This design comes from an exercise in tuning for small area on the open sky130 flow, not from production work. No run shown here included a check of the RTL's function; only the layout flow was run. Power and IR drop assume default switching activity.

==> flow/design.v <==
module inv16_core (
    input  wire         clk,
    input  wire         rst,           
    input  wire         start,
    input  wire [15:0]  nsteps,
    output wire         busy,
    input  wire         hw_we,
    input  wire [4:0]   hw_sel,
    input  wire [15:0]  hw_data,
    output wire [255:0] regs,
    output wire [15:0]  pc_o,
    output wire         dir_o,
    output wire [1:0]   err_o,
    output wire         halted_o,
    output wire         brk_o,
    output wire         mem_req,
    output wire         mem_we,
    output wire [15:0]  mem_addr,
    output wire [15:0]  mem_wdata,
    input  wire         mem_ack,
    input  wire [15:0]  mem_rdata
);
    reg [15:0] x [0:15];
    reg [15:0] pc, steps, ir, P, Q;
    reg        dir, halted, brk_hit, m, ph;
    reg [1:0]  err;
    reg [3:0]  st, cnt;
    genvar gi;
    wire [255:0] xflat;
    generate
        for (gi = 0; gi < 16; gi = gi + 1) begin : g_regs
            assign xflat[16*gi +: 16] = x[gi];
        end
    endgenerate
    assign regs      = xflat;
    assign busy      = (st != 4'd0);
    assign pc_o      = pc;
    assign dir_o     = dir;
    assign err_o     = err;
    assign halted_o  = halted;
    assign brk_o     = brk_hit;
    assign mem_addr  = Q;
    assign mem_wdata = P;
    wire [3:0] op = ir[7:4];
    wire [3:0] fa = ir[3:0];
    wire [3:0] fb = ir[15:12];
    wire [3:0] fc = ir[11:8];
    wire        rx, rpc, rsteps, rns, rhw, rrd, rimm;
    wire [1:0]  rf, wf, asel;
    wire        xp, xq, bm1, bmq, binv, cin, pen, qen, qld;
    wire [2:0]  kv;
    wire        wx, wpc, wsteps, ldir, lerr, sbrk, cbrk, shalt, mset;
    wire [1:0]  errv;
    wire [3:0]  nst;
    wire        wz, sbit, qbit, cout, pk1;
    wire [15:0] R, W;
    wire [16:0] SUM;
    inv16_ctl u_ctl (
        .rst(rst), .st(st), .op(op), .fa(fa), .fb(fb), .fc3(fc[3]),
        .start(start), .hw_we(hw_we), .hw_sel(hw_sel), .hwd(hw_data[1:0]),
        .err(err), .halted(halted), .brk_hit(brk_hit), .dir(dir),
        .wz(wz), .mem_ack(mem_ack), .r0(R[0]), .m(m), .cnt(cnt), .ph(ph),
        .qbit(qbit), .pk1(pk1),
        .rx(rx), .rf(rf), .rpc(rpc), .rsteps(rsteps), .rns(rns), .rhw(rhw),
        .rrd(rrd), .rimm(rimm), .xp(xp), .xq(xq), .asel(asel), .kv(kv),
        .bm1(bm1), .bmq(bmq), .binv(binv), .cin(cin), .pen(pen), .qen(qen),
        .qld(qld), .wx(wx), .wf(wf), .wpc(wpc), .wsteps(wsteps),
        .req(mem_req), .wreq(mem_we), .nst(nst),
        .ldir(ldir), .lerr(lerr), .errv(errv), .sbrk(sbrk), .cbrk(cbrk),
        .shalt(shalt), .mset(mset)
    );
    wire [15:0] roh, woh;
    inv16_dec u_rdec (.en(rx), .f(rf == 2'd0 ? fa : rf == 2'd1 ? fb : fc), .oh(roh));
    inv16_dec u_wdec (.en(wx), .f(wf == 2'd0 ? fa : wf == 2'd1 ? fb : hw_sel[3:0]), .oh(woh));
    inv16_rdmux u_rdmux (
        .xs(xflat), .oh(roh),
        .s_pc(pc), .s_steps(steps), .s_ns(nsteps), .s_hw(hw_data), .s_rd(mem_rdata),
        .s_imm(ir[15:8]),
        .e_pc(rpc), .e_steps(rsteps), .e_ns(rns), .e_hw(rhw), .e_rd(rrd), .e_imm(rimm),
        .R(R)
    );
    inv16_wpath u_wpath (.R(R), .P(P), .Q(Q), .xp(xp), .xq(xq), .W(W), .wz(wz));
    inv16_bitsel u_bitsel (
        .R(R), .cnt(cnt), .ph(ph), .op(op), .fc(fc[2:0]), .q15(Q[15]), .sh(Q[3:0]),
        .m(m), .cout(cout), .sbit(sbit), .qbit(qbit), .pk1(pk1)
    );
    inv16_alu u_alu (
        .P(P), .R(R), .sbit(sbit), .asel(asel), .kv(kv),
        .bm(bm1 | (bmq & Q[15])), .binv(binv), .cin(cin), .SUM(SUM)
    );
    assign cout = SUM[16];
    integer i;
    always @(posedge clk) begin
        for (i = 0; i < 16; i = i + 1)
            if (rst || woh[i]) x[i] <= W;
        if (rst || wpc) pc <= W;
        if (wsteps) steps <= W;
        if (st == 4'd2) ir <= mem_rdata;
        if (pen) P <= SUM[15:0];
        if (qen) Q <= qld ? W : {Q[14:0], qbit};
    end
    wire two = (op == 4'h9) || (op == 4'hD);
    always @(posedge clk) begin
        st  <= nst;
        cnt <= (st == 4'd9) ? ((two && !ph) ? cnt : cnt - 4'd1) : 4'd15;
        ph  <= (st == 4'd9 && two) ? ~ph : 1'b0;
        if (mset) m <= (st == 4'd9) ? P[15] : cout;
        if (rst) begin
            dir     <= 1'b0;
            err     <= 2'd0;
            halted  <= 1'b0;
            brk_hit <= 1'b0;
        end else begin
            if (ldir) dir <= hw_data[0];
            if (lerr) err <= errv;
            if (cbrk) brk_hit <= 1'b0;
            if (sbrk) brk_hit <= 1'b1;
            if (shalt) halted <= 1'b1;
        end
    end
endmodule
module inv16_ctl (
    input  wire       rst,
    input  wire [3:0] st, op, fa, fb,
    input  wire       fc3,
    input  wire       start, hw_we,
    input  wire [4:0] hw_sel,
    input  wire [1:0] hwd,
    input  wire [1:0] err,
    input  wire       halted, brk_hit, dir,
    input  wire       wz, mem_ack, r0, m,
    input  wire [3:0] cnt,
    input  wire       ph, qbit, pk1,
    output reg        rx,
    output reg  [1:0] rf,
    output reg        rpc, rsteps, rns, rhw, rrd, rimm,
    output reg        xp, xq,
    output reg  [1:0] asel,
    output reg  [2:0] kv,
    output reg        bm1, bmq, binv, cin, pen, qen, qld,
    output reg        wx,
    output reg  [1:0] wf,
    output reg        wpc, wsteps, req, wreq,
    output reg  [3:0] nst,
    output reg        ldir, lerr,
    output reg  [1:0] errv,
    output reg        sbrk, cbrk, shalt, mset
);
    localparam S_IDLE = 4'd0,  S_PCQ = 4'd1,  S_FETCH = 4'd2, S_E0 = 4'd3;
    localparam S_E1   = 4'd4,  S_E2  = 4'd5,  S_E3    = 4'd6, S_E4 = 4'd7;
    localparam S_E5   = 4'd8,  S_IT  = 4'd9,  S_WB    = 4'd10, S_WB2 = 4'd11;
    localparam S_BK1  = 4'd12, S_BK2 = 4'd13, S_BK3   = 4'd14, S_BK4 = 4'd15;
    localparam OP_ADD = 4'h0, OP_SUB = 4'h1, OP_ROR = 4'h2, OP_ROL = 4'h3;
    localparam OP_SHR = 4'h4, OP_SHL = 4'h5, OP_AND = 4'h6, OP_ORA = 4'h7;
    localparam OP_MUL = 4'h8, OP_DIV = 4'h9, OP_CMP = 4'hA, OP_JEQ = 4'hB;
    localparam OP_XRI = 4'hC, OP_SRR = 4'hD, OP_SRM = 4'hE, OP_BRK = 4'hF;
    localparam F_A = 2'd0, F_B = 2'd1, F_C = 2'd2, F_H = 2'd3;
    localparam A_0 = 2'd0, A_P = 2'd1, A_SH = 2'd2, A_K = 2'd3;
    wire last = (cnt == 4'd0);
    wire two  = (op == OP_DIV) || (op == OP_SRR);
    always @(*) begin
        rx = 1'b0; rf = F_A; rpc = 1'b0; rsteps = 1'b0; rns = 1'b0; rhw = 1'b0;
        rrd = 1'b0; rimm = 1'b0; xp = 1'b0; xq = 1'b0;
        asel = A_0; kv = 3'b000; bm1 = 1'b0; bmq = 1'b0; binv = 1'b0; cin = 1'b0;
        pen = 1'b0; qen = 1'b0; qld = 1'b0;
        wx = 1'b0; wf = F_A; wpc = 1'b0; wsteps = 1'b0;
        req = 1'b0; wreq = 1'b0;
        ldir = 1'b0; lerr = 1'b0; errv = 2'd0; sbrk = 1'b0; cbrk = 1'b0;
        shalt = 1'b0; mset = 1'b0;
        nst = st;
        if (rst) begin
            nst = S_IDLE;
        end else begin
            case (st)
                S_IDLE: begin
                    if (start) begin
                        rns = 1'b1; wsteps = 1'b1; cbrk = 1'b1;
                        if (err == 2'd0 && !halted && !wz) nst = S_PCQ;
                    end else if (hw_we) begin
                        rhw  = 1'b1;
                        wf   = F_H;
                        wx   = !hw_sel[4];
                        wpc  = (hw_sel == 5'd16);
                        ldir = (hw_sel == 5'd17);
                        lerr = (hw_sel == 5'd18);
                        errv = hwd;
                    end
                end
                S_PCQ: begin
                    rpc = 1'b1; qen = 1'b1; qld = 1'b1;
                    nst = S_FETCH;
                end
                S_FETCH: begin
                    req = 1'b1; rrd = 1'b1; bm1 = 1'b1; pen = 1'b1;
                    if (mem_ack) nst = S_E0;
                end
                S_E0: begin
                    case (op)
                        OP_ADD, OP_SUB, OP_CMP: begin
                            rx = 1'b1; rf = F_B; bm1 = 1'b1; pen = 1'b1;
                            nst = S_E1;
                        end
                        OP_ROR, OP_ROL, OP_SHR, OP_SHL, OP_AND, OP_ORA, OP_MUL: begin
                            rx = 1'b1; rf = F_C; qen = 1'b1; qld = 1'b1;
                            nst = S_IT;
                        end
                        OP_DIV: begin
                            rx = 1'b1; rf = F_C;
                            nst = wz ? S_BK1 : S_E1;
                        end
                        OP_JEQ: begin
                            rx = 1'b1; rf = F_B; qen = 1'b1; qld = 1'b1;
                            nst = S_E1;
                        end
                        OP_XRI: begin
                            rimm = 1'b1; bm1 = 1'b1; pen = 1'b1;
                            nst = S_WB;
                        end
                        OP_SRR: begin
                            if (fc3) begin
                                lerr = 1'b1; errv = 2'd3; nst = S_IDLE;
                            end else
                                nst = S_IT;
                        end
                        OP_SRM: begin
                            rx = 1'b1; rf = F_A; bm1 = 1'b1; pen = 1'b1;
                            nst = S_E1;
                        end
                        default: begin  
                            sbrk = 1'b1;
                            if (fa == 4'hF && fb == 4'hF) begin
                                shalt = 1'b1; nst = S_IDLE;
                            end else
                                nst = S_BK1;
                        end
                    endcase
                end
                S_E1: begin
                    case (op)
                        OP_ADD, OP_SUB: begin
                            rx = 1'b1; rf = F_C; asel = A_P; bm1 = 1'b1;
                            binv = (op == OP_SUB); cin = (op == OP_SUB); pen = 1'b1;
                            nst = S_WB;
                        end
                        OP_CMP: begin
                            rx = 1'b1; rf = F_C; asel = A_P; bm1 = 1'b1;
                            binv = 1'b1; cin = 1'b1; pen = 1'b1; mset = 1'b1;
                            nst = S_E2;
                        end
                        OP_DIV: begin
                            rx = 1'b1; rf = F_B; qen = 1'b1; qld = 1'b1; pen = 1'b1;
                            nst = S_IT;
                        end
                        OP_JEQ: begin
                            rx = 1'b1; rf = F_C; xq = 1'b1;
                            nst = wz ? S_E2 : S_BK1;
                        end
                        default: begin  
                            rx = 1'b1; rf = F_B; qen = 1'b1; qld = 1'b1;
                            nst = S_E2;
                        end
                    endcase
                end
                S_E2: begin
                    case (op)
                        OP_CMP: begin
                            xp = 1'b1; asel = A_K; pen = 1'b1;
                            kv = wz ? 3'b000 : m ? 3'b001 : 3'b111;
                            nst = S_WB;
                        end
                        OP_JEQ: begin
                            rx = 1'b1; rf = F_A;
                            if (r0) begin
                                lerr = 1'b1; errv = 2'd1; nst = S_IDLE;
                            end else begin
                                qen = 1'b1; qld = 1'b1; nst = S_E3;
                            end
                        end
                        default: begin  
                            req = 1'b1; rrd = 1'b1; wx = mem_ack;
                            if (mem_ack) nst = S_E3;
                        end
                    endcase
                end
                S_E3: begin
                    if (op == OP_JEQ) begin
                        req = 1'b1; rrd = 1'b1; xp = 1'b1;
                        if (mem_ack) begin
                            if (wz) nst = S_E4;
                            else begin
                                lerr = 1'b1; errv = 2'd2; nst = S_IDLE;
                            end
                        end
                    end else begin  
                        req = 1'b1; wreq = 1'b1;
                        if (mem_ack) nst = S_BK1;
                    end
                end
                S_E4: begin
                    rpc = 1'b1; wx = 1'b1;
                    nst = S_E5;
                end
                S_E5: begin
                    xq = 1'b1; wpc = 1'b1;
                    nst = S_BK3;
                end
                S_IT: begin
                    if (two && !ph) begin
                        if (op == OP_SRR) begin
                            rx = 1'b1; rf = pk1 ? F_B : F_A;
                        end
                        asel = A_SH; pen = 1'b1; mset = 1'b1;
                    end else if (two) begin
                        if (op == OP_SRR) begin
                            rx = 1'b1; rf = pk1 ? F_B : F_A;
                            qen = 1'b1;
                        end else begin  
                            rx = 1'b1; rf = F_C; asel = A_P; bm1 = 1'b1;
                            binv = 1'b1; cin = 1'b1; pen = qbit; qen = 1'b1;
                        end
                        if (last) nst = S_WB;
                    end else begin
                        rx = 1'b1; rf = F_B; asel = A_SH; pen = 1'b1;
                        bmq = (op == OP_MUL);
                        qen = (op == OP_AND) || (op == OP_ORA) || (op == OP_MUL);
                        if (last) nst = S_WB;
                    end
                end
                S_WB: begin
                    wx = 1'b1;
                    if (op == OP_SRR) begin
                        xp = 1'b1; nst = S_WB2;
                    end else begin
                        rx = 1'b1; rf = F_A;
                        xq = (op == OP_DIV); xp = (op != OP_DIV);
                        nst = S_BK1;
                    end
                end
                S_WB2: begin
                    xq = 1'b1; wx = 1'b1; wf = F_B;
                    nst = S_BK1;
                end
                S_BK1: begin
                    rpc = 1'b1; asel = A_K; kv = {dir, 2'b10}; bm1 = 1'b1; pen = 1'b1;
                    nst = S_BK2;
                end
                S_BK2: begin
                    xp = 1'b1; wpc = 1'b1; qen = 1'b1; qld = 1'b1;
                    nst = S_BK3;
                end
                S_BK3: begin
                    rsteps = 1'b1; asel = A_K; kv = 3'b111; bm1 = 1'b1; pen = 1'b1;
                    nst = S_BK4;
                end
                default: begin  
                    xp = 1'b1; wsteps = 1'b1;
                    nst = (wz || brk_hit) ? S_IDLE : S_FETCH;
                end
            endcase
        end
    end
endmodule
module inv16_dec (
    input  wire        en,
    input  wire [3:0]  f,
    output wire [15:0] oh
);
    genvar g;
    generate
        for (g = 0; g < 16; g = g + 1) begin : g_oh
            assign oh[g] = en && (f == g);
        end
    endgenerate
endmodule
module inv16_rdmux (
    input  wire [255:0] xs,
    input  wire [15:0]  oh,
    input  wire [15:0]  s_pc, s_steps, s_ns, s_hw, s_rd,
    input  wire [7:0]   s_imm,
    input  wire         e_pc, e_steps, e_ns, e_hw, e_rd, e_imm,
    output reg  [15:0]  R
);
    integer i;
    always @(*) begin
        R = (s_pc & {16{e_pc}}) | (s_steps & {16{e_steps}}) | (s_ns & {16{e_ns}}) |
            (s_hw & {16{e_hw}}) | (s_rd & {16{e_rd}}) | ({8'h00, s_imm} & {16{e_imm}});
        for (i = 0; i < 16; i = i + 1)
            R = R | (xs[16*i +: 16] & {16{oh[i]}});
    end
endmodule
module inv16_wpath (
    input  wire [15:0] R, P, Q,
    input  wire        xp, xq,
    output wire [15:0] W,
    output wire        wz
);
    assign W  = R ^ ((P & {16{xp}}) | (Q & {16{xq}}));
    assign wz = (W == 16'h0000);
endmodule
module inv16_bitsel (
    input  wire [15:0] R,
    input  wire [3:0]  cnt,
    input  wire        ph,
    input  wire [3:0]  op,
    input  wire [2:0]  fc,
    input  wire        q15,
    input  wire [3:0]  sh,
    input  wire        m, cout,
    output reg         sbit,
    output wire        qbit,
    output wire        pk1
);
    reg [7:0] t;
    always @(*) begin
        case (fc)
            3'd0: t = {2'd3, 2'd2, 2'd1, 2'd0};
            3'd1: t = {2'd3, 2'd2, 2'd0, 2'd1};
            3'd2: t = {2'd2, 2'd3, 2'd1, 2'd0};
            3'd3: t = {2'd2, 2'd3, 2'd0, 2'd1};
            3'd4: t = {2'd1, 2'd0, 2'd3, 2'd2};
            3'd5: t = {2'd0, 2'd1, 2'd2, 2'd3};
            3'd6: t = {2'd3, 2'd1, 2'd2, 2'd0};
            default: t = {2'd0, 2'd2, 2'd1, 2'd3};
        endcase
    end
    wire [1:0] pk = t[2*{ph, cnt[3]} +: 2];
    assign pk1 = pk[1];
    wire       shr_op = (op == 4'h2) || (op == 4'h4);
    wire       shl_op = (op == 4'h3) || (op == 4'h5);
    wire [4:0] isum   = {1'b0, cnt} + {1'b0, shl_op ? ~sh : sh} + {4'd0, shl_op};
    reg  [3:0] idx;
    reg        ival;
    always @(*) begin
        idx  = cnt;
        ival = 1'b1;
        if (shr_op) begin idx = isum[3:0]; ival = ~isum[4]; end
        if (shl_op) begin idx = isum[3:0]; ival =  isum[4]; end
        if (op == 4'hD) idx = {pk[0], cnt[2:0]};
    end
    wire rbit = R[idx];
    always @(*) begin
        case (op)
            4'h6:    sbit = q15 & rbit;
            4'h7:    sbit = q15 | rbit;
            4'h9:    sbit = q15;
            4'hD:    sbit = rbit;
            4'h2, 4'h3, 4'h4, 4'h5: sbit = ival & rbit;
            default: sbit = 1'b0;
        endcase
    end
    assign qbit = (op == 4'h9) ? (m | cout) : sbit;
endmodule
module inv16_alu (
    input  wire [15:0] P, R,
    input  wire        sbit,
    input  wire [1:0]  asel,
    input  wire [2:0]  kv,
    input  wire        bm, binv, cin,
    output wire [16:0] SUM
);
    wire [15:0] K = {{14{kv[2]}}, kv[1], kv[0]};
    reg  [15:0] A;
    always @(*) begin
        case (asel)
            2'd0:    A = 16'h0000;
            2'd1:    A = P;
            2'd2:    A = {P[14:0], sbit};
            default: A = K;
        endcase
    end
    wire [15:0] B = (R & {16{bm}}) ^ {16{binv}};
    wire [16:0] c;
    assign c[0] = cin;
    genvar g;
    generate
        for (g = 0; g < 16; g = g + 1) begin : g_fa
            assign SUM[g]  = A[g] ^ B[g] ^ c[g];
            assign c[g+1]  = (A[g] & B[g]) | (c[g] & (A[g] ^ B[g]));
        end
    endgenerate
    assign SUM[16] = c[16];
endmodule
==> flow/run.sh <==
#!/bin/bash
# synth_recipe.tcl (not shown) runs the flow's synth.tcl, then flattens the netlist and writes it again
# the make line also repeats each setting of config.mk as NAME=value (left out here)
make -C /OpenROAD-flow-scripts/flow DESIGN_CONFIG=/design/flow/config.mk WORK_HOME=/design/flow/orfs CLKGATE_MAP_FILE= SYNTH_SCRIPT=/design/flow/synth_recipe.tcl finish
==> flow/config.mk <==
export PLATFORM = sky130hd
export DESIGN_NAME = inv16_core
export DESIGN_NICKNAME = inv16_core
export VERILOG_FILES = /design/flow/design.v
export SDC_FILE = /design/flow/constraint.sdc
export NUM_CORES = 4
export LEC_CHECK = 0
export CAP_MARGIN = 20
export CORE_MARGIN = 2
export CORE_UTILIZATION = 40
export CTS_BUF_LIST = sky130_fd_sc_hd__clkbuf_4
export SLEW_MARGIN = 20
export SYNTH_HIERARCHICAL = 1
export SYNTH_MINIMUM_KEEP_SIZE = 0
==> flow/constraint.sdc <==
create_clock -name core_clock -period 11.0 [get_ports {clk}]
set_input_delay 2.2000 -clock core_clock [delete_from_list [all_inputs] [get_ports {clk}]]
set_output_delay 2.2000 -clock core_clock [all_outputs]
set_load 0.01 [all_outputs]
==> results of run 1 <==
-- what timing repair did --
| action | CTS | global route |
|---|---|---|
| setup buffers | 27 | 6 |
| setup endpoints to repair | 19 | 19 |
| hold endpoints to repair | 0 | 0 |
| gates resized for setup | 77 | 29 |
| gates cloned | 3 | 0 |
| pin swaps | 28 | 26 |
-- layout by cell type, fill, tap and decap left out, types with 8 or more instances in the layout --
| master | count |
|---|---|
| clkdlybuf4s50_1 | 368 |
| edfxtp_1 | 337 |
| buf_4 | 239 |
| clkbuf_4 | 133 |
| a22oi_1 | 106 |
| nand2_1 | 70 |
| nor2_1 | 57 |
| a22o_1 | 38 |
| nand3_1 | 35 |
| a21oi_1 | 34 |
| nand4_1 | 26 |
| o21ai_0 | 25 |
| mux2_2 | 21 |
| xnor2_1 | 21 |
| clkinv_1 | 20 |
| nand4b_1 | 19 |
| or2_2 | 18 |
| a221oi_2 | 18 |
| inv_1 | 17 |
| fa_2 | 16 |
| nor2b_1 | 16 |
| o22ai_1 | 15 |
| dfxtp_1 | 14 |
| buf_12 | 14 |
| nor3_1 | 12 |
| a22oi_2 | 12 |
| nand2b_1 | 12 |
| xnor2_2 | 12 |
| a221oi_1 | 11 |
| xor2_1 | 10 |
| and2_1 | 10 |
| buf_6 | 9 |
| mux2i_1 | 8 |
| mux2_4 | 8 |
| nor3_2 | 8 |
| a222oi_1 | 8 |
-- power groups by stage --
stage	sequential [mW]	combinational, mW	clock (mW)
after global routing	2.39	2.69	1.22
after CTS	2.35	2.51	1.16
after floorplan	2.42	0.764	0
after detailed placement	2.36	2.41	0
after global placement	2.36	2.42	0
final	2.37	2.59	1.15
-- flip-flops by register name (all words and copies together) (netlist names) --
| register | cells |
|---|---|
| x | 256 |
| P | 16 |
| Q | 16 |
| ir | 16 |
| pc | 16 |
| steps | 16 |
| cnt | 4 |
| st | 4 |
| err | 2 |
| brk_hit | 1 |
| dir | 1 |
| halted | 1 |
| m | 1 |
| ph | 1 |
-- cells by family (layout without fill, tap and decap cells) --
kind of cell	Yosys count	in the layout	synth area share, %
xor+xnor	47	47	2.445
mux	46	46	3.241
compound gates	340	341	15.07
flops	351	351	60.67
simple gates	370	370	12.23
fa+ha+maj	21	21	2.277
other cells	0	6	0
buf+inv	121	815	4.073
-- modules after synthesis, one instance, submodules excluded --
module	flops+latches	cell area, um^2
inv16_bitsel	0	884.6
inv16_alu	0	1007
inv16_rdmux	0	1946
inv16_dec	0	117.6
inv16_ctl	0	1584
inv16_core	351	11110
inv16_wpath	0	377.9
-- tightest hold or removal path, stage by stage, from the launching register on --
cell and delay, ps:
dfxtp_1 320, nor2_1 100, nor2_1 40
-- through the flow --
stage	hold WS (ps)	std cells
finish	502.8	2536
CTS	504.0	2524
floorplan	511.1	1296
global route	533.3	2535
detailed placement	493.3	2332
global placement	471.9	2332
-- layout make-up --
class | instances | share of cell area [%]
diodes | 6 | 0.06008
well taps | 539 | 2.698
clock buffers | 133 | 3.995
flip-flops and latches | 351 | 41.61
clock inverters | 29 | 0.6258
inverters | 20 | 0.3004
multi-input cells | 825 | 27.02
repair buffers | 633 | 23.68
-- layer usage --
layer	up-vias	global-route usage, %	wire length [um]
met5	-	0	8
met1	7578	44.15	30010
met2	973	55.02	36250
met3	159	9.723	8075
met4	2	12.92	3002
li1	6464	-	-
-- final timing paths --
kind,to,cells after the start
setup / recovery,P[2],47
hold / removal,halted,2
hold reg to reg,halted,2
setup reg to reg,P[2],54
==> summary.txt, run 1 <==
clock latency (worst-skew pair) 840 ps; CTS Buffer Depth 3; Setup violations, final 18; Most used DFF post-synth edfxtp_1; synth top area cells edfxtp_1 59%, a22oi_1 4.8%, fa_1 2.0%; crit-path leading delay family adder cells; initial antenna violation count 6; worst reg2reg startpoint ir[8]; slack of the worst reg-to-reg path -770 ps; max_slew headroom 21.31%; worst setup margin -842.0 ps; gr ovfl total 0; share of the synthesized area in the top cell type 59.04%; layout cells sized above 1 between 30% and 40%; first-pass GRT wire length 108.4 mm; Worst Setup SP rst; Clk pwr share roughly a fifth; # nets final 2,001; fillers 3,435; final core occ 59.32%; CTS sink count 351; Yosys reg bits approximately 350; Die W ~210 um; switch share a little under two fifths; WL final a little under 80 mm; I/O pins 370; H-tree levels 3; Syn Area/Cell 13.23 um^2; final period demand of the worst path between 10,000 and 15,000 ps; detail-routed net length per standard cell ~30 um; hold_sp halted; Worst EP required 11,510 ps; LEAKAGE 9.134 nW; 1st-pass router iterations 6; Synth Cell Area around 0.017 mm^2; number of global-route vias before repair roughly 15,000; Fin. Hold Viols 0; most numerous cell in the Yosys netlist edfxtp_1; row cnt 75; dpl hpwl 57.32 mm; post-synthesis cell count about 1,300; CP Class input pin to flop; # hold bufs at CTS 0; initial core utilization 40.68%; CTS tree built; Layout area overhead 45.80%; Slew @ Worst Pin 1180 ps; Crit-path slowest cell mux4_2; gp weighted congestion 0.9617; Buffers on Ports approximately 370; Setup TNS Final -13,860 ps; run status complete, but fails checks; Detail Route Antenna Nets 0; Post-synth EDFFs 337; post-place setup slack -2125 ps; Tot Pwr between 6 and 7 mW; Iter 0 DRT Violations between 1,500 and 2,000; slowest stage delay, CP around 460 ps; final instance area between 0.02 and 0.025 mm^2; pwr/cell area roughly 240 mW/mm^2; post-synthesis sequential area ratio approximately three fifths; Final Max Slew Viols 0; Die H 211.0 um; pin count of the biggest net entering global routing 37; post-synth top area cell edfxtp_1; violated checks setup timing; Max FO, Critical Path 8; Worst Setup End Kind flop; flip-flop and latch area 0.01040 mm^2; Peak VDD IR 0.1363 mV; Critical Path Start Type input pin; P_int roughly 3.8 mW; Max Freq approximately 0.084 GHz; Vias between 15,000 and 20,000; Post-synth ARST share 0%; placed cell area 0.02301 mm^2; residual DRC count 0; Synth Warn # 12; cell mode on critical path fa_2; Worst Path Buf+Inv 7; Comb pwr share between 40% and 50%; die area roughly 0.045 mm^2; root buffer cell clkbuf_4; Multi-input gate area around 0.0068 mm^2; synth cell count leaders 337 x edfxtp_1, 110 x a22oi_1, 72 x nand2_1; Switch Pwr between 2 and 2.5 mW; number of CTS-inserted buffers 91; Setup Skew 61.05 ps; clk slew on worst S/H paths ~60 ps; syn_nets around 1,400; crit path DAT roughly 12,000 ps; Netlist cell types between 80 and 90; RSZ-0062 raised after global routing true; Reg power frac 38.7%; HP Class flop to flop; fin crit share 107.7%; Global Route Usage Sum 34.25%; via/cell ratio approximately 6.0; max_cap viols 0; Core ar. roughly 0.042 mm^2
==> run 2: changes to the inputs <==
--- a/flow/design.v
+++ b/flow/design.v
@@ -47,23 +47,23 @@
     wire [3:0] fc = ir[11:8];
     wire        rx, rpc, rsteps, rns, rhw, rrd, rimm;
     wire [1:0]  rf, wf, asel;
-    wire        xp, xq, bm1, bmq, binv, cin, pen, qen, qld;
+    wire        xp, xq, bm1, bmq, binv, cin,  qen, qld;
     wire [2:0]  kv;
     wire        wx, wpc, wsteps, ldir, lerr, sbrk, cbrk, shalt, mset;
     wire [1:0]  errv;
     wire [3:0]  nst;
-    wire        wz, sbit, qbit, cout, pk1;
+    wire        wz, sbit, qbit, cout, pk1, sen;
     wire [15:0] R, W;
     wire [16:0] SUM;
     inv16_ctl u_ctl (
-        .rst(rst), .st(st), .op(op), .fa(fa), .fb(fb), .fc3(fc[3]),
+        .st(st), .op(op), .fa(fa), .fb(fb), .fc3(fc[3]),
         .start(start), .hw_we(hw_we), .hw_sel(hw_sel), .hwd(hw_data[1:0]),
         .err(err), .halted(halted), .brk_hit(brk_hit), .dir(dir),
         .wz(wz), .mem_ack(mem_ack), .r0(R[0]), .m(m), .cnt(cnt), .ph(ph),
         .qbit(qbit), .pk1(pk1),
         .rx(rx), .rf(rf), .rpc(rpc), .rsteps(rsteps), .rns(rns), .rhw(rhw),
         .rrd(rrd), .rimm(rimm), .xp(xp), .xq(xq), .asel(asel), .kv(kv),
-        .bm1(bm1), .bmq(bmq), .binv(binv), .cin(cin), .pen(pen), .qen(qen),
+        .bm1(bm1), .bmq(bmq), .binv(binv), .cin(cin), .qen(qen),
         .qld(qld), .wx(wx), .wf(wf), .wpc(wpc), .wsteps(wsteps),
         .req(mem_req), .wreq(mem_we), .nst(nst),
         .ldir(ldir), .lerr(lerr), .errv(errv), .sbrk(sbrk), .cbrk(cbrk),
@@ -79,13 +79,13 @@
         .e_pc(rpc), .e_steps(rsteps), .e_ns(rns), .e_hw(rhw), .e_rd(rrd), .e_imm(rimm),
         .R(R)
     );
-    inv16_wpath u_wpath (.R(R), .P(P), .Q(Q), .xp(xp), .xq(xq), .W(W), .wz(wz));
+    inv16_wpath u_wpath (.R(R), .P(P), .Q(Q), .xp(xp), .xq(xq), .clr(rst), .W(W), .wz(wz));
     inv16_bitsel u_bitsel (
         .R(R), .cnt(cnt), .ph(ph), .op(op), .fc(fc[2:0]), .q15(Q[15]), .sh(Q[3:0]),
-        .m(m), .cout(cout), .sbit(sbit), .qbit(qbit), .pk1(pk1)
+        .m(m), .cout(cout), .P15(P[15]), .sbit(sbit), .qbit(qbit), .pk1(pk1)
     );
     inv16_alu u_alu (
-        .P(P), .R(R), .sbit(sbit), .asel(asel), .kv(kv),
+        .P(P), .R(R), .a0(Q[15] && op == 4'h9), .asel(asel), .kv(kv),
         .bm(bm1 | (bmq & Q[15])), .binv(binv), .cin(cin), .SUM(SUM)
     );
     assign cout = SUM[16];
@@ -96,15 +96,16 @@
         if (rst || wpc) pc <= W;
         if (wsteps) steps <= W;
         if (st == 4'd2) ir <= mem_rdata;
-        if (pen) P <= SUM[15:0];
+        P <= {SUM[15:1], SUM[0] | (sbit && sen)};
         if (qen) Q <= qld ? W : {Q[14:0], qbit};
     end
-    wire two = (op == 4'h9) || (op == 4'hD);
+    wire two = (op == 4'hD);
+    assign sen = (st == 4'd9) && !(two && ph);
     always @(posedge clk) begin
-        st  <= nst;
+        st  <= rst ? 4'd0 : nst;
         cnt <= (st == 4'd9) ? ((two && !ph) ? cnt : cnt - 4'd1) : 4'd15;
         ph  <= (st == 4'd9 && two) ? ~ph : 1'b0;
-        if (mset) m <= (st == 4'd9) ? P[15] : cout;
+        if (mset) m <= (st == 4'd9) ? (P[15] ^ cout ^ ~m) : cout;
         if (rst) begin
             dir     <= 1'b0;
             err     <= 2'd0;
@@ -120,7 +121,6 @@
     end
 endmodule
 module inv16_ctl (
-    input  wire       rst,
     input  wire [3:0] st, op, fa, fb,
     input  wire       fc3,
     input  wire       start, hw_we,
@@ -137,7 +137,7 @@
     output reg        xp, xq,
     output reg  [1:0] asel,
     output reg  [2:0] kv,
-    output reg        bm1, bmq, binv, cin, pen, qen, qld,
+    output reg        bm1, bmq, binv, cin,  qen, qld,
     output reg        wx,
     output reg  [1:0] wf,
     output reg        wpc, wsteps, req, wreq,
@@ -157,20 +157,18 @@
     localparam F_A = 2'd0, F_B = 2'd1, F_C = 2'd2, F_H = 2'd3;
     localparam A_0 = 2'd0, A_P = 2'd1, A_SH = 2'd2, A_K = 2'd3;
     wire last = (cnt == 4'd0);
-    wire two  = (op == OP_DIV) || (op == OP_SRR);
+    wire two  = (op == OP_SRR);
     always @(*) begin
         rx = 1'b0; rf = F_A; rpc = 1'b0; rsteps = 1'b0; rns = 1'b0; rhw = 1'b0;
         rrd = 1'b0; rimm = 1'b0; xp = 1'b0; xq = 1'b0;
-        asel = A_0; kv = 3'b000; bm1 = 1'b0; bmq = 1'b0; binv = 1'b0; cin = 1'b0;
-        pen = 1'b0; qen = 1'b0; qld = 1'b0;
+        asel = A_P; kv = 3'b000; bm1 = 1'b0; bmq = 1'b0; binv = 1'b0; cin = 1'b0;
+        qen = 1'b0; qld = 1'b0;
         wx = 1'b0; wf = F_A; wpc = 1'b0; wsteps = 1'b0;
         req = 1'b0; wreq = 1'b0;
         ldir = 1'b0; lerr = 1'b0; errv = 2'd0; sbrk = 1'b0; cbrk = 1'b0;
         shalt = 1'b0; mset = 1'b0;
         nst = st;
-        if (rst) begin
-            nst = S_IDLE;
-        end else begin
+        begin
             case (st)
                 S_IDLE: begin
                     if (start) begin
@@ -191,13 +189,13 @@
                     nst = S_FETCH;
                 end
                 S_FETCH: begin
-                    req = 1'b1; rrd = 1'b1; bm1 = 1'b1; pen = 1'b1;
+                    req = 1'b1; rrd = 1'b1; asel = A_0; bm1 = 1'b1;
                     if (mem_ack) nst = S_E0;
                 end
                 S_E0: begin
                     case (op)
                         OP_ADD, OP_SUB, OP_CMP: begin
-                            rx = 1'b1; rf = F_B; bm1 = 1'b1; pen = 1'b1;
+                            rx = 1'b1; rf = F_B; asel = A_0; bm1 = 1'b1;
                             nst = S_E1;
                         end
                         OP_ROR, OP_ROL, OP_SHR, OP_SHL, OP_AND, OP_ORA, OP_MUL: begin
@@ -213,7 +211,7 @@
                             nst = S_E1;
                         end
                         OP_XRI: begin
-                            rimm = 1'b1; bm1 = 1'b1; pen = 1'b1;
+                            rimm = 1'b1; asel = A_0; bm1 = 1'b1;
                             nst = S_WB;
                         end
                         OP_SRR: begin
@@ -223,7 +221,7 @@
                                 nst = S_IT;
                         end
                         OP_SRM: begin
-                            rx = 1'b1; rf = F_A; bm1 = 1'b1; pen = 1'b1;
+                            rx = 1'b1; rf = F_A; asel = A_0; bm1 = 1'b1;
                             nst = S_E1;
                         end
                         default: begin  
@@ -239,16 +237,17 @@
                     case (op)
                         OP_ADD, OP_SUB: begin
                             rx = 1'b1; rf = F_C; asel = A_P; bm1 = 1'b1;
-                            binv = (op == OP_SUB); cin = (op == OP_SUB); pen = 1'b1;
+                            binv = (op == OP_SUB); cin = (op == OP_SUB);
                             nst = S_WB;
                         end
                         OP_CMP: begin
                             rx = 1'b1; rf = F_C; asel = A_P; bm1 = 1'b1;
-                            binv = 1'b1; cin = 1'b1; pen = 1'b1; mset = 1'b1;
+                            binv = 1'b1; cin = 1'b1; mset = 1'b1;
                             nst = S_E2;
                         end
                         OP_DIV: begin
-                            rx = 1'b1; rf = F_B; qen = 1'b1; qld = 1'b1; pen = 1'b1;
+                            rx = 1'b1; rf = F_B; qen = 1'b1; qld = 1'b1;
+                            asel = A_0; mset = 1'b1;
                             nst = S_IT;
                         end
                         OP_JEQ: begin
@@ -264,7 +263,7 @@
                 S_E2: begin
                     case (op)
                         OP_CMP: begin
-                            xp = 1'b1; asel = A_K; pen = 1'b1;
+                            xp = 1'b1; asel = A_K;
                             kv = wz ? 3'b000 : m ? 3'b001 : 3'b111;
                             nst = S_WB;
                         end
@@ -305,22 +304,19 @@
                     nst = S_BK3;
                 end
                 S_IT: begin
-                    if (two && !ph) begin
-                        if (op == OP_SRR) begin
-                            rx = 1'b1; rf = pk1 ? F_B : F_A;
-                        end
-                        asel = A_SH; pen = 1'b1; mset = 1'b1;
-                    end else if (two) begin
-                        if (op == OP_SRR) begin
-                            rx = 1'b1; rf = pk1 ? F_B : F_A;
-                            qen = 1'b1;
-                        end else begin  
-                            rx = 1'b1; rf = F_C; asel = A_P; bm1 = 1'b1;
-                            binv = 1'b1; cin = 1'b1; pen = qbit; qen = 1'b1;
-                        end
+                    if (two && !ph) begin  
+                        rx = 1'b1; rf = pk1 ? F_B : F_A;
+                        asel = A_SH;
+                    end else if (two) begin  
+                        rx = 1'b1; rf = pk1 ? F_B : F_A;
+                        qen = 1'b1;
+                        if (last) nst = S_WB;
+                    end else if (op == OP_DIV) begin
+                        rx = 1'b1; rf = F_C; asel = A_SH; bm1 = 1'b1;
+                        binv = !m; cin = !m; qen = 1'b1; mset = 1'b1;
                         if (last) nst = S_WB;
                     end else begin
-                        rx = 1'b1; rf = F_B; asel = A_SH; pen = 1'b1;
+                        rx = 1'b1; rf = F_B; asel = A_SH;
                         bmq = (op == OP_MUL);
                         qen = (op == OP_AND) || (op == OP_ORA) || (op == OP_MUL);
                         if (last) nst = S_WB;
@@ -341,7 +337,7 @@
                     nst = S_BK1;
                 end
                 S_BK1: begin
-                    rpc = 1'b1; asel = A_K; kv = {dir, 2'b10}; bm1 = 1'b1; pen = 1'b1;
+                    rpc = 1'b1; asel = A_K; kv = {dir, 2'b10}; bm1 = 1'b1;
                     nst = S_BK2;
                 end
                 S_BK2: begin
@@ -349,7 +345,7 @@
                     nst = S_BK3;
                 end
                 S_BK3: begin
-                    rsteps = 1'b1; asel = A_K; kv = 3'b111; bm1 = 1'b1; pen = 1'b1;
+                    rsteps = 1'b1; asel = A_K; kv = 3'b111; bm1 = 1'b1;
                     nst = S_BK4;
                 end
                 default: begin  
@@ -390,11 +386,11 @@
 endmodule
 module inv16_wpath (
     input  wire [15:0] R, P, Q,
-    input  wire        xp, xq,
+    input  wire        xp, xq, clr,
     output wire [15:0] W,
     output wire        wz
 );
-    assign W  = R ^ ((P & {16{xp}}) | (Q & {16{xq}}));
+    assign W  = (R ^ ((P & {16{xp}}) | (Q & {16{xq}}))) & {16{~clr}};
     assign wz = (W == 16'h0000);
 endmodule
 module inv16_bitsel (
@@ -405,7 +401,7 @@
     input  wire [2:0]  fc,
     input  wire        q15,
     input  wire [3:0]  sh,
-    input  wire        m, cout,
+    input  wire        m, cout, P15,
     output reg         sbit,
     output wire        qbit,
     output wire        pk1
@@ -442,17 +438,16 @@
         case (op)
             4'h6:    sbit = q15 & rbit;
             4'h7:    sbit = q15 | rbit;
-            4'h9:    sbit = q15;
             4'hD:    sbit = rbit;
             4'h2, 4'h3, 4'h4, 4'h5: sbit = ival & rbit;
             default: sbit = 1'b0;
         endcase
     end
-    assign qbit = (op == 4'h9) ? (m | cout) : sbit;
+    assign qbit = (op == 4'h9) ? (P15 ^ cout ^ m) : sbit;
 endmodule
 module inv16_alu (
     input  wire [15:0] P, R,
-    input  wire        sbit,
+    input  wire        a0,
     input  wire [1:0]  asel,
     input  wire [2:0]  kv,
     input  wire        bm, binv, cin,
@@ -464,7 +459,7 @@
         case (asel)
             2'd0:    A = 16'h0000;
             2'd1:    A = P;
-            2'd2:    A = {P[14:0], sbit};
+            2'd2:    A = {P[14:0], a0};
             default: A = K;
         endcase
     end
--- a/flow/config.mk
+++ b/flow/config.mk
@@ -8,7 +8,4 @@
 export CAP_MARGIN = 20
 export CORE_MARGIN = 2
 export CORE_UTILIZATION = 40
-export CTS_BUF_LIST = sky130_fd_sc_hd__clkbuf_4
 export SLEW_MARGIN = 20
-export SYNTH_HIERARCHICAL = 1
-export SYNTH_MINIMUM_KEEP_SIZE = 0
==> summary.txt, run 2 <==
run status timing/DRC/antenna clean; Die W 214.1 um; Crit-path slowest cell or4_4; Global Route Usage Sum approximately two fifths; Detail Route Antenna Nets 0; die area 0.04585 mm^2; Post-synth EDFFs about 320; gp weighted congestion just over 1; syn_nets between 1,500 and 2,000; number of global-route vias before repair 16,380; placed cell area 0.02354 mm^2; slack of the worst reg-to-reg path approximately 300 ps; Max FO, Critical Path 7; pin count of the biggest net entering global routing 29; Layout area overhead 41.49%; worst hold margin between 500 and 600 ps; slowest stage delay, CP 570 ps; via/cell ratio ~6.5; most frequent cells in the layout 368 x clkdlybuf4s50_1, 321 x edfxtp_1, 215 x buf_4; Layout Cells excl Fill around 2,600; post-synth top area cell edfxtp_1; final instance area approximately 0.025 mm^2; residual DRC count 0; Tot Pwr approximately 7.6 mW; layout cells sized above 1 19.69%; pwr/cell area about 300 mW/mm^2; post-synthesis sequential area ratio between 50 and 60%; Min-Delay Path Depth 2; Critical Path Start Type input pin; HP Class flop to flop; fillers 3,674; Die H roughly 210 um; detail-routed net length per standard cell 34.70 um; hold path endpoint halted; cell mode on critical path fa_2; clock latency (worst-skew pair) 590 ps; # nets final 2,074; Core ar. ~0.043 mm^2; CTS sink count ~350; CTS tree built; final period demand of the worst path approximately 11,000 ps; fin crit share 97.34%; synth cell count leaders 321 x edfxtp_1, 124 x nand2_1, 89 x nor2_1; most numerous cell in the Yosys netlist edfxtp_1; row cnt 76; # hold bufs at CTS 0; Worst EP required ~11,000 ps; Buffers on Ports 369; initial antenna violation count 1; max_cap viols 0; 1st-pass router iterations 6; Setup violations, final 0; Slew @ Worst Pin 1194 ps; dpl hpwl 68.27 mm; Yosys reg bits roughly 350; post-place setup slack -814.8 ps; max_slew headroom between 20 and 25%; CP Class input pin to flop; worst setup margin around 300 ps; clk slew on worst S/H paths about 50 ps; worst reg2reg startpoint ir[7]; Final Max Slew Viols 0; Iter 0 DRT Violations about 2,800; initial core utilization between 40% and 50%; Max Freq just over 0.09 GHz; post-synthesis cell count 1,459; CTS Buffer Depth 3; RR Endpoint Q[0]; WL final approximately 90 mm; root buffer cell clkbuf_16; max FFs per register about 260; Syn Area/Cell 12.10 um^2; Placed Cells 2,536; hold_sp halted; H-tree levels 2; LEAKAGE 9.115 nW; share of the synthesized area in the top cell type a little over half; Most used DFF post-synth edfxtp_1; R2R depth 35; crit path DAT ~11,000 ps; synth top area cells edfxtp_1 55%, dfxtp_1 3.4%, nand2_1 2.6%; Setup Skew 37.80 ps; Post-synth ARST share 0%; antenna cell count 0; Netlist cell types 106; I/O pins 370; Synth Warn # 6; Fin. Hold Viols 0; gr ovfl total 0; number of CTS-inserted buffers 40; Top reg by flops x; most common cell after layout, fill and taps aside clkdlybuf4s50_1; RSZ-0062 raised after global routing false; first-pass GRT wire length 126.4 mm; Vias between 15,000 and 20,000; Worst Setup End Kind flop; Synth Cell Area 0.01766 mm^2; Peak VDD IR around 0.16 mV
run 2: cell types whose count changed in the layout (fill, tap and decap cells not counted), moves of 18 or more:
cell / delta
nand3_1: +18
clkbuf_4: -133
nand2_1: +51
o21ai_0: +24
clkbuf_16: +40
a22oi_1: -55
a22o_1: -26
inv_1: +20
buf_4: -24
nor2_1: +29
run 2: where the power goes:
part,internal [mW],leakage (nW),switching (mW)
Combinational,1.56,4.96,2.07
Clock,0.799,0.652,0.582
Sequential,2.13,3.50,0.454
Total,4.49,9.12,3.10
run 2: timing repair:
item                                    in CTS  in global routing
endpoints found under the setup margin       2                  3
cloned                                       0                  0
resized for setup                           11                 10
pin swaps                                    2                  6
hold endpoints to repair                     0                  0
buffers inserted                             1                  1
run 2: cell families after synthesis:
group | count (synthesis) | share of synthesized area, %
AOI/OAI and AO/OA | 419 | 18.61
xor gates and xnor gates | 38 | 1.885
adders and majority gates | 20 | 2.097
buffers and inverters | 135 | 3.238
DFF | 351 | 57.98
muxes | 56 | 3.479
and+or+nand+nor | 440 | 12.71
run 2: worst max-delay path by stage:
stage	start	end	cells past startpoint
2_1_floorplan	start	Q[0]	30
3_3_place_gp	start	Q[0]	29
3_5_place_dp	start	Q[0]	30
4_1_cts	hw_we	Q[0]	31
5_1_grt	hw_we	Q[0]	32
6_report	hw_we	Q[0]	31
run 2: final cells by class:
type	count	area, um^2	share of cell area, %
multi-input cells	973	7062	28.26
clock inverters	21	266.5	1.067
well taps	585	732.0	2.929
inverters	38	142.6	0.5709
repair buffers	592	5461	21.86
flip-flops and latches	351	10240	40.98
clock buffers	51	1082	4.331
run 2: per-layer routing:
layer / GRT usage, % / share of wire (%) / vias up
met1: 52.09 / 38 / 8433
met3: 7.957 / 12 / 226
met5: 0 / 0 / -
li1: - / - / 6883
met4: 16.55 / 4.5 / 0
met2: 60.47 / 46 / 1409
run 2: worst max-delay path: cells and delay by family:
| family | cells | cell delay (ps) |
|---|---|---|
| fa+ha+maj | 15 | 5440 |
| simple gates | 5 | 1010 |
| compound gates | 7 | 1400 |
| buf+inv | 2 | 620 |
| xor+xnor | 2 | 360 |
run 2: per-stage QoR:
stage                     util [%]  setup TNS [ps]
after CTS                    57.50               0
after floorplan                  -               0
after global placement       54.28           -1751
after global routing         57.62               0
after detailed placement     54.29           -2303
final                        57.62               0
==> run 3: changes to the inputs <==
--- a/flow/config.mk
+++ b/flow/config.mk
@@ -8,4 +8,5 @@
 export CAP_MARGIN = 20
 export CORE_MARGIN = 2
 export CORE_UTILIZATION = 40
+export GPL_TIMING_DRIVEN = 0
 export SLEW_MARGIN = 20
==> summary.txt, run 3 <==
run status complete, but fails checks; violated checks setup timing; Crit-path slowest cell nor2_2; worst setup margin -14.58 ps; Worst EP required roughly 11,000 ps; Die H ~210 um; Max Freq 0.09079 GHz; crit path DAT roughly 11,000 ps; Vias about 17,000; Post-synth ARST share 0%; crit-path leading delay family adder cells; Worst Path Buf+Inv 3; number of global-route vias before repair around 16,000; CTS Buffer Depth 3; Synth Warn # 6; Final Max Slew Viols 0; final period demand of the worst path roughly 11,000 ps; Layout area overhead 40.19%; most frequent cells in the layout 367 x clkdlybuf4s50_1, 321 x edfxtp_1, 114 x nand2_1; residual DRC count 0; Critical Path Start Type flop; dpl hpwl around 65 mm; Setup Skew 28.38 ps; pwr/cell area just over 300 mW/mm^2; Buffers on Ports between 300 and 400; die area between 0.04 and 0.05 mm^2; Max FO, Critical Path 20; CP Class flop to flop; Iter 0 DRT Violations around 2,600; Worst Setup End Kind flop; row cnt 76; Peak VDD IR between 0.1 and 0.15 mV; gr ovfl total 0; initial antenna violation count 3; final instance area about 0.025 mm^2; Post-synth EDFFs 321; LEAKAGE a little under 9 nW; share of the synthesized area in the top cell type between 50% and 60%; Yosys reg bits ~350; clock latency (worst-skew pair) 580 ps; most common cell after layout, fill and taps aside clkdlybuf4s50_1; synth top area cells edfxtp_1 55%, dfxtp_1 3.4%, nand2_1 2.6%; max_slew headroom between 20% and 30%; post-place setup slack -2349 ps; Top reg by flops x; Most used DFF post-synth edfxtp_1; layout cells sized above 1 roughly 18%; CTS sink count 351; Slew @ Worst Pin about 1200 ps; Fin. Hold Viols 0; WL final slightly below 90 mm; Detail Route Antenna Nets 0; Setup violations, final 1; via/cell ratio between 6 and 7; Die W ~210 um; # nets final approximately 2,000; final core occ a little under three fifths; post-synthesis sequential area ratio 57.98%; initial core utilization around 41%; number of CTS-inserted buffers 38; synth cell count leaders 321 x edfxtp_1, 124 x nand2_1, 89 x nor2_1; Syn Area/Cell roughly 12 um^2; post-synth top area cell edfxtp_1; detail-routed net length per standard cell 35.03 um; HP Class flop to flop; most numerous cell in the Yosys netlist edfxtp_1; syn_nets about 1,500; cell mode on critical path fa_2; Core ar. ~0.043 mm^2; I/O pins between 300 and 400; 1st-pass router iterations 5; slowest stage delay, CP 680 ps; Netlist cell types 106; clk slew on worst S/H paths around 60 ps; H-tree levels 2; RSZ-0062 raised after global routing true; first-pass GRT wire length between 100 and 150 mm; Synth Cell Area approximately 0.018 mm^2; max FFs per register about 260; Tot Pwr 7.605 mW; CTS tree built; max_cap viols 0; fin crit share 100.1%; fillers ~3,700; root buffer cell clkbuf_16; Global Route Usage Sum a little under two fifths; post-synthesis cell count around 1,500; pin count of the biggest net entering global routing 21; placed cell area 0.02259 mm^2; gp weighted congestion 0.9681
-- run 3: cell counts after synthesis --
No cell type changed its count.
-- run 3: kinds of logic after synthesis --
logic type | count (synthesis) | share of synthesized area, %
xor gates and xnor gates | 38 | 1.885
and+or+nand+nor | 440 | 12.71
adders and majority gates | 20 | 2.097
muxes | 56 | 3.479
buffers and inverters | 135 | 3.238
DFF | 351 | 57.98
AOI/OAI and AO/OA | 419 | 18.61
-- run 3: final timing paths --
| check | startpoint | to | slack (ps) | cells past startpoint |
|---|---|---|---|---|
| worst min-delay path | halted | halted | 510 | 2 |
| worst max register to register | st[1] | Q[0] | -10 | 34 |
| worst min register to register | halted | halted | 510 | 2 |
| worst max-delay path | st[1] | Q[0] | -10 | 34 |
-- run 3: metrics by stage --
| step | cells | setup TNS, ps | hold slack, ps |
|---|---|---|---|
| 2_1_floorplan | 1459 | 0 | 516.9 |
| 3_3_place_gp | 2413 | -18270 | 478.9 |
| 3_5_place_dp | 2430 | -10470 | 482.4 |
| 4_1_cts | 2524 | -67.25 | 499.7 |
| 5_1_grt | 2541 | -138.7 | 549.5 |
| 6_report | 2542 | -14.58 | 505.5 |
-- run 3: cell type report --
| cell class | instances | area [um^2] | area share (%) |
|---|---|---|---|
| repair buffers | 431 | 4337 | 17.52 |
| plain buffers | 92 | 526.8 | 2.128 |
| inverters | 38 | 146.4 | 0.5913 |
| flip-flops and latches | 351 | 10240 | 41.36 |
| diodes | 1 | 2.502 | 0.01011 |
| clock buffers | 48 | 1010 | 4.079 |
| multi-input cells | 976 | 7512 | 30.34 |
| clock inverters | 20 | 250.2 | 1.011 |
| well taps | 585 | 732.0 | 2.957 |
-- run 3: report_power, final --
group          switching [mW]  internal (mW)  total (mW)
clock                   0.570          0.774        1.34
combinational            2.19           1.51        3.70
sequential              0.430           2.13        2.56
-- run 3: routing by layer --
layer	routed length [um]	global-route usage, %
met2	40230	59.00
met3	11160	8.199
met1	32690	48.72
met4	4955	17.55
met5	0	0
-- run 3: what timing repair did --
| item | 4_1_cts | 5_1_grt |
|---|---|---|
| gates cloned | 3 | 1 |
| pin swaps | 20 | 12 |
| setup endpoints to repair | 6 | 3 |
| buffers inserted | 26 | 15 |
| hold buffers | 0 | 0 |
| resized for setup | 81 | 82 |
-- run 3: worst register-to-register path: cells and delay by family, from the launching register on --
family / cells / cell delay (ps)
AOI/OAI and AO/OA: 5 / 1090
xor gates and xnor gates: 1 / 180
adders and majority gates: 15 / 5370
buffers and inverters: 3 / 600
DFF: 1 / 300
muxes: 1 / 530
and+or+nand+nor: 9 / 2670
==> run 4: changes to the inputs <==
--- a/flow/config.mk
+++ b/flow/config.mk
@@ -8,5 +8,6 @@
 export CAP_MARGIN = 20
 export CORE_MARGIN = 2
 export CORE_UTILIZATION = 40
-export GPL_TIMING_DRIVEN = 0
 export SLEW_MARGIN = 20
+export SYNTH_HIERARCHICAL = 1
+export SYNTH_MINIMUM_KEEP_SIZE = 0
==> summary.txt, run 4 <==
fin crit share 104.1%; H-tree levels 2; most common cell after layout, fill and taps aside clkdlybuf4s50_1; clk slew on worst S/H paths 60 ps; fillers around 3,300; post-synthesis sequential area ratio between 60 and 70%; max FFs per register around 260; CP Class input pin to flop; crit path DAT between 10,000 and 15,000 ps; max_cap viols 0; final period demand of the worst path 11,450 ps; Multi-input gate area roughly 0.0064 mm^2; Worst EP required roughly 11,000 ps; Core ar. 0.04176 mm^2; layout cells sized above 1 around 29%; pin count of the biggest net entering global routing 24; row cnt 75; Layout area overhead 48.71%; Detail Route Antenna Nets 0; Vias roughly 15,000; Die W about 210 um; post-synth top area cell edfxtp_1; synth top area cells edfxtp_1 57%, a22oi_1 5.1%, dfxtp_1 3.6%; LEAKAGE between 9 and 10 nW; Worst Setup End Kind flop; WL final approximately 78 mm; max_slew headroom between 30% and 40%; most frequent cells in the layout 369 x clkdlybuf4s50_1, 321 x edfxtp_1, 321 x buf_4; dpl hpwl between 50 and 60 mm; syn_nets between 1,000 and 1,500; pwr/cell area 325.4 mW/mm^2; share of the synthesized area in the top cell type between 50% and 60%; initial antenna violation count 4; Die H around 210 um; Clk pwr share between 15 and 20%; first-pass GRT wire length between 100 and 150 mm; initial core utilization 40.34%; post-synthesis cell count between 1,000 and 1,500; switch share 38.84%; Final Max Slew Viols 0; gr ovfl total 0; root buffer cell clkbuf_16; Tot Pwr between 8 and 9 mW; Yosys reg bits between 300 and 400; I/O pins 370; Crit-path slowest cell clkdlybuf4s50_1; Most used DFF post-synth edfxtp_1; Switch Pwr around 3.2 mW; Fin. Hold Viols 0; HP Class flop to flop; Max FO, Critical Path 3; slowest stage delay, CP approximately 480 ps; Peak VDD IR between 0.15 and 0.2 mV; most numerous cell in the Yosys netlist edfxtp_1; Global Route Usage Sum a little over a third; P_int between 4 and 5 mW; number of global-route vias before repair 14,840; Post-synth ARST share 0%; die area 0.04377 mm^2; detail-routed net length per standard cell about 31 um; Syn Area/Cell roughly 13 um^2; Top reg by flops x; # hold bufs at CTS 0; clock latency (worst-skew pair) slightly below 600 ps; Buffers on Ports ~370; Setup Skew about 22 ps; number of CTS-inserted buffers 40; CTS Buffer Depth 3; RSZ-0062 raised after global routing true; flip-flop and latch area about 0.01 mm^2; violated checks setup timing; via/cell ratio about 6.0; Post-synth EDFFs between 300 and 400; gp weighted congestion 0.9475; synth cell count leaders 321 x edfxtp_1, 114 x a22oi_1, 85 x nor2_1; Comb pwr share a little over half; Netlist cell types 94; residual DRC count 0; 1st-pass router iterations 6; Max Freq ~0.087 GHz; Synth Warn # 12; final core occ between 50% and 60%; Critical Path Start Type input pin; CTS sink count between 300 and 400; cell mode on critical path buf_4; run status complete, but fails checks; # nets final between 2,000 and 2,500; slack of the worst reg-to-reg path -440 ps; Setup violations, final 2; CTS tree built; Iter 0 DRT Violations 1,687; Reg power frac about a third; worst setup margin -446.3 ps; Slew @ Worst Pin between 1000 and 1500 ps; Synth Cell Area roughly 0.017 mm^2
## run 4: cell types whose count changed in the layout (fill, tap and decap cells not counted), moves of 24 or more
| cell | previous run | this run |
|---|---|---|
| a21oi_1 | 44 | 20 |
| buf_4 | 47 | 321 |
| nand2_1 | 114 | 64 |
| nand3_1 | 52 | 28 |
| a22oi_1 | 50 | 108 |
| clkbuf_1 | 42 | 9 |
## run 4: final cells by class
cell class	instances	area share, %
Timing Repair Buffer	712	25.65
Sequential cell	351	40.92
Clock buffer	51	4.241
Inverter	24	0.3696
Tap cell	539	2.692
Clock inverter	19	0.6494
Antenna cell	3	0.02997
Multi-Input combinational cell	799	25.45
## run 4: power groups by stage
stage          clock [mW]  combinational (mW)  sequential (mW)
6_report             1.28                4.27             2.60
2_1_floorplan           0                1.34             2.67
5_1_grt              1.33                4.44             2.64
3_5_place_dp            0                3.54             2.59
3_3_place_gp            0                3.54             2.59
4_1_cts              1.29                4.05             2.59
## run 4: cell families (layout without fill, tap and decap cells)
family          after synthesis  in the layout  synth area share, %
flops                       351            351                60.79
compound gates              344            344                15.96
simple gates                333            333                10.64
buf+inv                     118            806                3.885
mux                          60             60                4.264
xor+xnor                     41             41                2.132
fa+ha+maj                    21             21                2.318
other cells                   0              3                    0
## run 4: what timing repair did
| item | CTS | global route |
|---|---|---|
| resized for setup | 57 | 40 |
| pin swaps | 22 | 12 |
| endpoints found under the setup margin | 2 | 4 |
| setup buffers | 96 | 17 |
## run 4: critical path, delay by kind of cell
family	cells	cell delay (ps)
buffers and inverters	54	7100
adder cells (fa/ha/maj)	2	750
XOR/XNOR	3	380
AO/OA/AOI/OAI	2	250
multiplexers	1	280
AND/OR/NAND/NOR	6	800
## run 4: stage by stage
stage / cells / setup WS, ps / instance area [um^2] / hold slack [ps] / TNS [ps]
floorplan: 1268 / -137.8 / 16960 / 511.1 / -137.8
global placement: 2313 / -775.4 / 22600 / 513.7 / -1074
detailed placement: 2313 / -885.0 / 22600 / 523.9 / -1363
CTS: 2479 / -227.3 / 24760 / 540.2 / -227.3
global route: 2498 / -767.2 / 25050 / 550.7 / -1486
finish: 2498 / -446.3 / 25050 / 530.0 / -678.7
## run 4: worst paths after layout
kind                              from  cells after the start  endpoint
worst max-delay path             start                     68      Q[0]
worst max register to register   ir[8]                     76      Q[0]
worst min register to register  halted                      2    halted
worst min-delay path            halted                      2    halted
## run 4: Yosys stat by module (local to each module, per instance)
module,cells,flip-flops and latches
inv16_alu,100,0
inv16_bitsel,101,0
inv16_core,463,351
inv16_rdmux,259,0
inv16_dec,23,0
inv16_ctl,232,0
inv16_wpath,67,0
## run 4: routing by layer
layer / wire, um / up-vias / global-route usage (%)
met5: 13 / - / 0
met4: 3356 / 2 / 15.02
met1: 30910 / 7670 / 45.74
met3: 7170 / 164 / 8.611
met2: 36240 / 846 / 55.51
li1: - / 6355 / -

afterwards: timing with drivers on the ports:
Ports are ideal in the flow. The routed layouts listed here were re-timed in OpenROAD. Step 1 (the two cells are an assumption about what drives the block):
set clk [get_ports {clk}]
set_driving_cell -lib_cell sky130_fd_sc_hd__clkbuf_16 $clk
set_driving_cell -lib_cell sky130_fd_sc_hd__buf_2 [delete_from_list [all_inputs] $clk]
Step 2 adds t to the input delays and takes it off the output delays; t is the mean of the earliest and latest rising clock arrival at the registers after step 1. Input paths then give back, and output paths get back, about the clock's delay inside the block. Three values: ideal ports, drivers, drivers and shift; two values: the first two.
run | t, ns | slack for setup (ns) | worst data-port slew with drivers (ns)
run 1 | 0.865 | -0.842 / -0.859 / -1.724 | 0.09
run 2 | 0.636 | 0.292 / 0.299 / -0.309 | 0.06
run 3 | 0.621 | -0.015 / -0.015 / -0.524 | 0.04
run 4 | 0.623 | -0.446 / -0.438 / -1.042 | 0.12
With both steps, setup timing fails in run 2, where it was met with ideal ports. For run 1, which loses most, drivers alone change the setup slack by -0.017 ns; drivers and shift together by -0.882 ns.
